Source: an optimization exercise on an open RTL-to-GDS flow (aim: small area). Production flows keep margins and buffers that such runs may drop.
The RTL of this run was laid out without a check of its function.
Power is estimated from default activity; no workload was simulated.

===== design/flow/run.sh =====
#!/bin/bash
# synth_recipe.tcl (not shown) runs the flow's synth.tcl, then flattens the netlist and writes it again
# the make line also repeats each setting of config.mk as NAME=value (left out here)
make -C /OpenROAD-flow-scripts/flow DESIGN_CONFIG=/design/flow/config.mk WORK_HOME=/design/flow/orfs CLKGATE_MAP_FILE= SYNTH_SCRIPT=/design/flow/synth_recipe.tcl finish

===== design/flow/config.mk =====
export PLATFORM = sky130hd
export DESIGN_NAME = am2302_decoder
export DESIGN_NICKNAME = am2302_decoder
export VERILOG_FILES = /design/flow/design.v
export SDC_FILE = /design/flow/constraint.sdc
export NUM_CORES = 4
export LEC_CHECK = 0
export CAP_MARGIN = 20
export CORE_MARGIN = 2
export CORE_UTILIZATION = 40
export SLEW_MARGIN = 20

===== design/flow/design.v =====
module am2302_decoder (
    input  wire        clk,
    input  wire        rst_i,
    input  wire        line_i,
    output wire        line_drive_low_o,
    input  wire [31:0] now_ms_i,
    input  wire        reg_we_i,
    input  wire [2:0]  reg_addr_i,
    input  wire [31:0] reg_wdata_i,
    output reg  [31:0] reg_rdata_o,
    output wire        busy_o,
    output wire        done_o
);
    localparam integer P_IDLE_CEIL     = 250;
    localparam integer P_START_HOLD    = 1100;
    localparam integer P_ACK_LOW_CEIL  = 50;
    localparam integer P_ACK_HIGH_CEIL = 100;
    localparam integer P_SYNC_CEIL     = 100;
    localparam integer P_DATA_CEIL     = 100;
    localparam integer P_BIT_THRESHOLD = 48;
    localparam integer MIN_INTERVAL_MS = 2000;
    localparam integer CMAX            = 1100;   
    localparam integer CW              = $clog2(CMAX + 1);
    localparam [3:0] S_READY         = 4'd0;
    localparam [3:0] S_RATE_CHECK    = 4'd1;
    localparam [3:0] S_IDLE_WAIT     = 4'd2;
    localparam [3:0] S_START_PULSE   = 4'd3;
    localparam [3:0] S_ACK_LOW_WAIT  = 4'd4;
    localparam [3:0] S_ACK_HIGH_WAIT = 4'd5;
    localparam [3:0] S_BIT_SYNC_WAIT = 4'd6;
    localparam [3:0] S_BIT_HIGH_WAIT = 4'd7;
    localparam [3:0] S_ASSEMBLE      = 4'd8;
    localparam [3:0] S_CHECKSUM      = 4'd9;
    localparam [3:0] R_NONE         = 4'd0;
    localparam [3:0] R_OK           = 4'd1;
    localparam [3:0] R_RATE_LIMITED = 4'd2;
    localparam [3:0] R_BUS_HUNG     = 4'd3;
    localparam [3:0] R_NOT_PRESENT  = 4'd4;
    localparam [3:0] R_ACK_TOO_LONG = 4'd5;
    localparam [3:0] R_SYNC_TIMEOUT = 4'd6;
    localparam [3:0] R_DATA_TIMEOUT = 4'd7;
    localparam [3:0] R_CHECKSUM     = 4'd8;
    localparam [1:0] CMD_NOP       = 2'd0;
    localparam [1:0] CMD_ATTEMPT   = 2'd1;
    localparam [1:0] CMD_CLOCK_REF = 2'd2;
    localparam [1:0] CMD_RESERVED  = 2'd3;
    reg [3:0]    st;
    reg [CW-1:0] cnt;
    reg [5:0]    bit_idx;
    reg [40:0]   frame;
    reg [31:0]   last_ms;
    reg          attempted;
    reg [15:0]   hum;
    reg [15:0]   temp;
    reg          valid;
    reg [3:0]    result;
    reg          done;
    reg          cmd_err;
    reg [15:0]   raw_hum;
    reg [15:0]   raw_temp;
    reg [7:0]    raw_ck;
    reg [7:0]    calc_ck;
    assign line_drive_low_o = (st == S_START_PULSE);
    assign busy_o           = (st != S_READY);
    assign done_o           = done;
    always @(*) begin
        case (reg_addr_i)
            3'd1:    reg_rdata_o = {10'b0, bit_idx, st, result, 3'b0,
                                    attempted, cmd_err, valid, done, busy_o};
            3'd2:    reg_rdata_o = {temp, hum};
            3'd3:    reg_rdata_o = {raw_temp, raw_hum};
            3'd4:    reg_rdata_o = {16'b0, calc_ck, raw_ck};
            3'd5:    reg_rdata_o = last_ms;
            default: reg_rdata_o = 32'b0;
        endcase
    end
    wire [CW-1:0] poll      = cnt + 1'b1;           
    wire [31:0]   elapsed   = now_ms_i - last_ms;   
    wire          rate_ok   = !attempted || (elapsed >= MIN_INTERVAL_MS);
    wire          bit_value = (poll > P_BIT_THRESHOLD);
    wire [7:0] ck_sum = frame[39:32] + frame[31:24] + frame[23:16] + frame[15:8];
    wire [15:0] temp_mag = {1'b0, raw_temp[14:0]};
    wire [15:0] temp_rec = raw_temp[15] ? (16'd0 - temp_mag) : temp_mag;
    wire        ctrl_write = reg_we_i && (reg_addr_i == 3'd0);
    wire [1:0]  cmd        = reg_wdata_i[1:0];
    always @(posedge clk) begin
        if (rst_i) begin
            st        <= S_READY;
            cnt       <= {CW{1'b0}};
            bit_idx   <= 6'd0;
            frame     <= 41'd0;
            last_ms   <= 32'd0;
            attempted <= 1'b0;
            hum       <= 16'd0;
            temp      <= 16'd0;
            valid     <= 1'b0;
            result    <= R_NONE;
            done      <= 1'b0;
            cmd_err   <= 1'b0;
            raw_hum   <= 16'd0;
            raw_temp  <= 16'd0;
            raw_ck    <= 8'd0;
            calc_ck   <= 8'd0;
        end else begin
            if (ctrl_write) begin
                case (cmd)
                    CMD_ATTEMPT: begin
                        if (st == S_READY) begin
                            st      <= S_RATE_CHECK;
                            done    <= 1'b0;
                            cmd_err <= 1'b0;
                        end else begin
                            cmd_err <= 1'b1;
                        end
                    end
                    CMD_CLOCK_REF: begin
                        if (st == S_READY) begin
                            last_ms   <= now_ms_i;
                            attempted <= 1'b1;
                            cmd_err   <= 1'b0;
                        end else begin
                            cmd_err <= 1'b1;
                        end
                    end
                    CMD_RESERVED: cmd_err <= 1'b1;
                    default: ;
                endcase
            end
            case (st)
                S_RATE_CHECK: begin
                    if (rate_ok) begin
                        last_ms   <= now_ms_i;
                        attempted <= 1'b1;
                        st        <= S_IDLE_WAIT;
                        cnt       <= {CW{1'b0}};
                    end else begin
                        st     <= S_READY;
                        result <= R_RATE_LIMITED;
                        done   <= 1'b1;
                        cnt    <= {CW{1'b0}};
                    end
                end
                S_IDLE_WAIT: begin
                    if (line_i) begin
                        st  <= S_START_PULSE;
                        cnt <= {CW{1'b0}};
                    end else if (poll >= P_IDLE_CEIL) begin
                        st     <= S_READY;
                        result <= R_BUS_HUNG;
                        done   <= 1'b1;
                        cnt    <= {CW{1'b0}};
                    end else begin
                        cnt <= poll;
                    end
                end
                S_START_PULSE: begin
                    if (poll >= P_START_HOLD) begin
                        st  <= S_ACK_LOW_WAIT;
                        cnt <= {CW{1'b0}};
                    end else begin
                        cnt <= poll;
                    end
                end
                S_ACK_LOW_WAIT: begin
                    if (!line_i) begin
                        st  <= S_ACK_HIGH_WAIT;
                        cnt <= {CW{1'b0}};
                    end else if (poll >= P_ACK_LOW_CEIL) begin
                        st     <= S_READY;
                        result <= R_NOT_PRESENT;
                        done   <= 1'b1;
                        cnt    <= {CW{1'b0}};
                    end else begin
                        cnt <= poll;
                    end
                end
                S_ACK_HIGH_WAIT: begin
                    if (line_i) begin
                        st      <= S_BIT_SYNC_WAIT;
                        cnt     <= {CW{1'b0}};
                        bit_idx <= 6'd0;
                        frame   <= 41'd0;
                    end else if (poll >= P_ACK_HIGH_CEIL) begin
                        st     <= S_READY;
                        result <= R_ACK_TOO_LONG;
                        done   <= 1'b1;
                        cnt    <= {CW{1'b0}};
                    end else begin
                        cnt <= poll;
                    end
                end
                S_BIT_SYNC_WAIT: begin
                    if (!line_i) begin
                        st  <= S_BIT_HIGH_WAIT;
                        cnt <= {CW{1'b0}};
                    end else if (poll >= P_SYNC_CEIL) begin
                        st     <= S_READY;
                        result <= R_SYNC_TIMEOUT;
                        done   <= 1'b1;
                        cnt    <= {CW{1'b0}};
                    end else begin
                        cnt <= poll;
                    end
                end
                S_BIT_HIGH_WAIT: begin
                    if (line_i) begin
                        cnt   <= {CW{1'b0}};
                        frame <= {frame[39:0], bit_value};
                        if (bit_idx == 6'd40) begin
                            st <= S_ASSEMBLE;
                        end else begin
                            bit_idx <= bit_idx + 6'd1;
                            st      <= S_BIT_SYNC_WAIT;
                        end
                    end else if (poll >= P_DATA_CEIL) begin
                        st     <= S_READY;
                        result <= R_DATA_TIMEOUT;
                        done   <= 1'b1;
                        cnt    <= {CW{1'b0}};
                    end else begin
                        cnt <= poll;
                    end
                end
                S_ASSEMBLE: begin
                    raw_hum  <= frame[39:24];
                    raw_temp <= frame[23:8];
                    raw_ck   <= frame[7:0];
                    calc_ck  <= ck_sum;
                    st       <= S_CHECKSUM;
                end
                S_CHECKSUM: begin
                    if (calc_ck != raw_ck) begin
                        result <= R_CHECKSUM;
                    end else begin
                        hum    <= {1'b0, raw_hum[14:0]};
                        temp   <= temp_rec;
                        valid  <= 1'b1;
                        result <= R_OK;
                    end
                    st   <= S_READY;
                    done <= 1'b1;
                    cnt  <= {CW{1'b0}};
                end
                default: ;   
            endcase
        end
    end
endmodule

===== design/flow/constraint.sdc =====
create_clock -name core_clock -period 10.0 [get_ports {clk}]
set_input_delay 2.0000 -clock core_clock [delete_from_list [all_inputs] [get_ports {clk}]]
set_output_delay 2.0000 -clock core_clock [all_outputs]
set_load 0.01 [all_outputs]

==> key figures <==
Yosys
  – Seq/Total Area, Yosys: 31.1%
  – Synth Area in XOR/XNOR: 3.56%
  – Post-Syn Area: 11600 µm²
  – Library cells used by synthesis: 79
  – Average size of a mapped cell: 7.54 µm²
  – Ys async rst share: 0%
  – Syn Nets: 1662
  – Synth Area in Simple Gates: 23.3%
  – Largest family of logic cells by synthesized area: compound AO/OA/AOI/OAI gates
  – Post-synth EDFFs: 0
  – Cells after Synth: 1534
  – Yosys warnings: 1
  – Mux contribution to synthesized area: 3.42%
  – Seq cells post-synth: 180
  – Synth Area in Compound Gates: 25.4%
  – Synth Area in Adders: 7.14%
  – Main synth FF type: dfxtp_1

Route
  – Avg Vias per Cell: 5.80
  – # DRC: 0
  – DRT Pass-1 Iters: 5
  – Via count: 11200
  – Wirelength per Cell: 18.3 µm
  – Initial drt markers: 975
  – Final WL: 35200 µm
  – Post-DRT Antenna Nets: 0

Pwr
  – Lkg Pwr: 4.83 nW
  – Pwr Density: 165 nW/µm²
  – Worst IR drop on VDD: 0.121 mV

Outcome
  – Status: finished clean

Final layout
  – Layout Utilization: 45.6%
  – Layout cells sized above 1: 4.73%
  – Final #Nets: 1657
  – Total of fill cells in the finished design: 2908
  – Area growth syn-to-layout: 12.9%
  – Number of inserted diodes: 0

Clocking
  – Clock latency (worst-skew pair): 0.45 ns
  – CTS tree: done
  – Cts bufs inserted: 17
  – Post-CTS sizing: 0
  – CTS clk-pin slew, worst paths: 0.07 ns
  – Clock Tree Root: clkbuf_16
  – Post-CTS Setup Inserts: 0
  – Hold-fix buffers, CTS: 0
  – Bufs on Longest Clock Path: 2
  – Clock Sinks: 180
  – H-tree Lvls: 4

Global routing
  – Vias in the first global route: 10100
  – Largest net degree at the start of global routing: 91
  – Global route overflow: 0
  – Initial antenna violation count: 0
  – First-pass GRT wire length: 56300 µm
  – All-Layer GR Usage: 23.1%

Floorplan
  – Rows: 62
  – Chip Width: 174 µm
  – Core Region: 28600 µm²
  – Die area: 30300 µm²
  – # IOs: 106
  – Chip Height: 174 µm
  – Initial Util: 40.4%

STA
  – Tmin final: 6.93 ns
  – TNS Setup: 0 ns
  – RSZ-0062 raised after global routing: no
  – Fmax: 0.144 GHz
  – Final hold viol count: 0
  – Tightest Pin Transition: 1.01 ns
  – Max_slew headroom: 32.8%
  – Hold_ws: 0.453 ns
  – Setup-failing EPs final: 0
  – Final Max Tran Viols: 0
  – Fin crit share: 69.3%
  – Clock Skew: 0.0118 ns

Setup path
  – Worst-path fanout max: 18
  – Critical path required time: 8.00 ns
  – Arrival time worst endpoint: 4.93 ns
  – Worst setup EP type: primary output
  – Startpoint types: input port
  – Register-to-register setup slack: 5.24 ns
  – Crit path kind: input port to primary output

Placed design
  – HPWL Detailed: 25300 µm
  – PortBufs: 75
  – GP Congestion: 0.887

Job
  – Maxcap violations: 0

Min path
  – Worst Hold Class: flop to flop
==> critical path: stages <==
cell and delay [ns]:
clkdlybuf4s50_1 0.67, nand2b_1 0.48, nor2_1 0.85, a22oi_1 0.20
nand2_1 0.16, clkdlybuf4s50_1 0.55
==> report_power, final <==
part	internal (mW)	switching, mW
Clock	0.362	0.335
Combinational	0.239	0.429
Sequential	0.751	0.0411
==> layer usage <==
| layer | vias to the layer above | share of wire [%] | track usage [%] |
|---|---|---|---|
| met1 | 5288 | 48 | 33.3 |
| li1 | 5517 | - | - |
| met4 | 0 | 2.3 | 7.21 |
| met5 | - | 0 | 0 |
| met2 | 307 | 45 | 35.7 |
| met3 | 50 | 4.7 | 2.87 |
==> cells in the mapped netlist (5+ instances only) <==
| master | count | area, µm² |
|---|---|---|
| ha_1 | 42 | 526 |
| fa_1 | 15 | 300 |
| a41o_1 | 31 | 310 |
| a221oi_1 | 5 | 43.8 |
| nor2b_1 | 10 | 62.6 |
| o21a_1 | 7 | 52.6 |
| a21o_1 | 24 | 180 |
| o21ai_0 | 72 | 360 |
| a221o_1 | 13 | 130 |
| nand4_1 | 17 | 106 |
| buf_2 | 6 | 30.0 |
| clkbuf_1 | 94 | 353 |
| mux2i_1 | 35 | 350 |
| nor4_1 | 11 | 68.8 |
| inv_1 | 59 | 221 |
| nand2_1 | 285 | 1070 |
| a311oi_1 | 8 | 70.1 |
| nand2b_1 | 11 | 68.8 |
| a32oi_1 | 6 | 52.6 |
| o22ai_1 | 11 | 68.8 |
| and3_1 | 10 | 62.6 |
| a31oi_1 | 9 | 56.3 |
| dfxtp_1 | 180 | 3600 |
| nand3_1 | 60 | 300 |
| nor3_1 | 53 | 265 |
| xnor2_1 | 27 | 236 |
| a21oi_1 | 167 | 836 |
| a22oi_1 | 14 | 105 |
| nor3b_1 | 7 | 52.6 |
| a211oi_1 | 17 | 128 |
| xor2_1 | 20 | 175 |
| or3_1 | 9 | 56.3 |
| a211o_1 | 5 | 43.8 |
| buf_1 | 6 | 22.5 |
| o211ai_1 | 8 | 60.1 |
| nor2_1 | 87 | 327 |
| o31ai_1 | 12 | 90.1 |
==> kinds of logic (layout without fill, tap and decap cells) <==
family                     count (synthesis)  after routing
muxes                                     39             39
adders and majority gates                 57             57
xor gates and xnor gates                  47             47
DFF                                      180            180
and+or+nand+nor                          591            591
buffers and inverters                    173            181
AOI/OAI and AO/OA                        447            447
==> flip-flops by register name (all words and copies together) (netlist names) <==
name,flops
hum,15
cnt,11
raw_ck,8
last_ms,32
temp,16
frame,40
result,4
bit_idx,6
done,1
attempted,1
cmd_err,1
st,4
raw_hum,16
calc_ck,8
raw_temp,16
valid,1
==> worst paths after layout <==
| check | endpoint | depth (start not counted) | from |
|---|---|---|---|
| setup / recovery | reg_rdata_o[17] | 6 | reg_addr_i[2] |
| hold reg to reg | temp[7] | 2 | temp[7] |
| hold / removal | temp[7] | 2 | temp[7] |
| setup reg to reg | last_ms[12] | 14 | last_ms[0] |
==> per-stage QoR <==
step | instance area (µm²) | cells | setup WS [ns] | power, mW
after floorplan | 11600 | 1534 | 4.41 | 1.27
after global placement | 12400 | 1892 | 2.89 | 1.46
after detailed placement | 12400 | 1892 | 3.08 | 1.46
after CTS | 13000 | 1924 | 3.07 | 2.15
after global routing | 13100 | 1926 | 2.83 | 2.27
final | 13100 | 1926 | 3.07 | 2.16
==> area by class of cell <==
type | instances | area (µm²) | share of cell area, %
clock buffers | 17 | 425 | 3.26
repair buffers | 90 | 863 | 6.61
well taps | 384 | 480 | 3.68
multi-input cells | 1181 | 7290 | 55.8
flip-flops and latches | 180 | 3600 | 27.6
clock inverters | 15 | 183 | 1.40
inverters | 59 | 221 | 1.70
==> cell usage in the layout (no fill, tap or decap), drive strengths merged, types with 6 or more instances in the layout <==
master and n:
a211oi 17, nand4 18, nand2 286, a31oi 9, o31ai 12, nand3 60
a41o 31, xor2 20, o22ai 11, a21o 24, or2 6, and3 10
a21oi 167, xnor2 27, ha 42, a221o 13, clkbuf 17, clkdlybuf4s50 73
buf 17, a22oi 14, nor4 12, nor3 53, nor3b 7, a221oi 6
a32oi 6, inv 68, o21a 7, o211ai 8, nor2b 10, fa 15
dfxtp 180, or3 10, a311oi 8, nand2b 11, mux2i 35, nor2 87
o21ai 74

[separate check: timing with driven ports]
How much do the figures lean on ideal ports? The routed layout below was timed once more, with nothing changed but the port constraints.
Step 1: set_driving_cell puts a clkbuf_16 on clk and a buf_2 on each other input, an assumption about the parent block.
Step 2 moves the port delays by t, midway between the first and last clock arrival at a register: inputs arrive t later, outputs are due t later. That takes back most of the time a late clock gives input paths.
Three values: no drivers, after step 1, after step 2; two values: the first two.
t, ns: 0.489
setup WS [ns]: 3.073 / 3.050 / 3.050
clock arrival spread, ns: 0.013 / 0.014
slew at the worst register clock pin (ns): 0.08 / 0.08
After both steps setup and hold are still met in this run. The setup slack of this run moves by -0.023 ns with the drivers and by -0.023 ns with both steps.
